This design comes from an exercise in tuning for small area on the open sky130 flow, not from production work. Function was checked by simulation only, so behaviour that the tests miss may differ from the original. The clock port is modelled as an ideal driver; clocking choices that lean on that would not hold on a real chip. No activity file was given, so power comes from the tool's default toggle rates.

==> flow/design.v (excerpt) <==
module suart_core (
    input  wire        clk,
    input  wire        rst,
    input  wire [19:0] cfg_bit_rate,
    input  wire [1:0]  cfg_stop_bits,
    input  wire [3:0]  cfg_len_bits,
    input  wire        cfg_debug_pad,
    input  wire        tx_send,
    input  wire        tx_send_chunk,
    input  wire [15:0] tx_len,
    output wire [15:0] tx_mem_addr,
    input  wire [7:0]  tx_mem_data,
    input  wire        tx_nak_in,
    output wire        tx_line,
    output wire        tx_busy,
    output wire        tx_frame_start,
    output wire        tx_guard_begin,
    output wire        tx_nak_seen,
    output wire        tx_retry,
    output wire        tx_chunk_done,
    output wire        tx_send_done,
    output wire        tx_refused,
    output wire        tx_refused_busy,
    output wire [15:0] tx_chunk,
    input  wire        rx_receive,
    input  wire        rx_line,
    output wire        rx_nak,
    output wire        rx_edge,
    output wire        rx_size,
    output wire        rx_byte,
    output wire        rx_chunk_ok,
    output wire        rx_chunk_bad,
    output wire        rx_nak_end,
    output wire        rx_ready,
    output wire [7:0]  rx_value,
    output wire [7:0]  rx_index
);
    wire [2:0] len3 = cfg_len_bits[2:0];
    wire [7:0] max_chunk = {len3 == 3'd0, len3 == 3'd0 || len3 > 3'd6, len3 == 3'd0 || len3 > 3'd5,
                            len3 == 3'd0 || len3 > 3'd4, len3 == 3'd0 || len3 > 3'd3,
                            len3 == 3'd0 || len3 > 3'd2, len3 == 3'd0 || len3 > 3'd1, 1'b1};
    suart_tx u_tx (
        .clk            (clk),
        .rst            (rst),
        .cfg_bit_rate   (cfg_bit_rate),
        .cfg_stop_bits  (cfg_stop_bits),
        .cfg_len_bits   (cfg_len_bits),
        .cfg_debug_pad  (cfg_debug_pad),
        .max_chunk      (max_chunk),
        .cmd_send       (tx_send),
        .cmd_send_chunk (tx_send_chunk),
        .cmd_len        (tx_len),
        .mem_addr       (tx_mem_addr),
        .mem_data       (tx_mem_data),
  ...
For scale: ~850 cells after synthesis, about 0.0085 sq mm of cells after synthesis.
Settings: LEC_CHECK=0, CAP_MARGIN=20, CORE_MARGIN=2, CORE_UTILIZATION=40, SLEW_MARGIN=20; clock period 1000.0 ns.
standard.sh (not shown) runs the stock make flow with config.mk's settings and CLKGATE_MAP_FILE= SYNTH_SCRIPT=/design/flow/synth_recipe.tcl, a recipe that flattens the netlist after the stock synthesis.
==> flow/flow/run.sh <==
#!/bin/bash
# The standard layout (standard.sh: ORFS with the standard flow's synthesis), with changes that only make it
# smaller: synthesis without Yosys's quick internal ABC pass and with an area-oriented ABC script
# (area_synth.tcl), buf_1 cells as the port buffers and as synthesis's pass-through buffers, and a
# clock tree of clkbuf_8 cells without dummy loads, whose buffers that drive at most 9 flip-flops
# are then downsized to clkbuf_4 (post_cts.tcl). Each tool's full output stays in orfs/logs;
# make's own output goes to make.log.
set -euo pipefail
W=$PWD
export AREA_ABC_SCRIPT=$W/flow/area.abc
export AREA_ABC_SEEDS="0 1 2 3 4 5"
export AREA_WORK=$W
export FLOW_SYNTH_TCL=$W/synth_recipe.tcl
export CLK_DOWNSIZE_FANOUT=9
bash standard.sh \
    SYNTH_SCRIPT=$W/flow/area_synth.tcl \
    BUFFER_PORTS_ARGS="-buffer_cell sky130_fd_sc_hd__buf_1" \
    MIN_BUF_CELL_AND_PORTS="sky130_fd_sc_hd__buf_1 A X" \
    CTS_ARGS="-sink_clustering_enable -repair_clock_nets -buf_list sky130_fd_sc_hd__clkbuf_8 -dont_use_dummy_load" \
    POST_CTS_TCL=$W/flow/post_cts.tcl \
    CAP_MARGIN=5 SLEW_MARGIN=5 \
    finish > make.log 2>&1
Other scripts of this flow, unchanged in this note and not shown: flow/flow/area.abc, flow/flow/area_synth.tcl, flow/flow/post_cts.tcl
The baseline finished clean.
Rerun with:
--- a/flow/flow/run.sh
+++ b/flow/flow/run.sh
@@ -19,4 +19,3 @@
     CTS_ARGS="-sink_clustering_enable -repair_clock_nets -buf_list sky130_fd_sc_hd__clkbuf_8 -dont_use_dummy_load" \
     POST_CTS_TCL=$W/flow/post_cts.tcl \
-    CAP_MARGIN=5 SLEW_MARGIN=5 \
     finish > make.log 2>&1
Power barely changes.
Setup slack hardly moves.
Area after synthesis is unchanged.
Sequential share of layout area stays flat.
Routed wire length is about the same.
Die area is unchanged.
Hold slack stays flat.

==> afterwards: timing with drivers on the ports <==
The flow's constraints put no driver on any port. The routed layouts listed below were extracted and timed again, unchanged, in two steps.
Step 1, drivers: a clkbuf_16 drives clk and a buf_2 each remaining input, both assumed.
Step 2, shift: input delay + t, output delay - t, t = (earliest + latest rising clock arrival at the registers) / 2. This alone moves slack from input paths to output paths.
Three values: no drivers, after step 1, after step 2; two values: the first two.
run	t, ns	setup WS [ns]	worst setup path after step 2	worst slew at a driven data input, ns	pins driven straight from the clock port
the first run	0.482	789.773 / 789.791 / 789.310	input to register	0.06	1
the second run	0.481	789.775 / 789.795 / 789.314	input to register	0.06	1
After both steps every run listed still meets setup and hold. For the first run, which loses most, drivers alone change the setup slack by +0.018 ns; drivers and shift together by -0.463 ns.
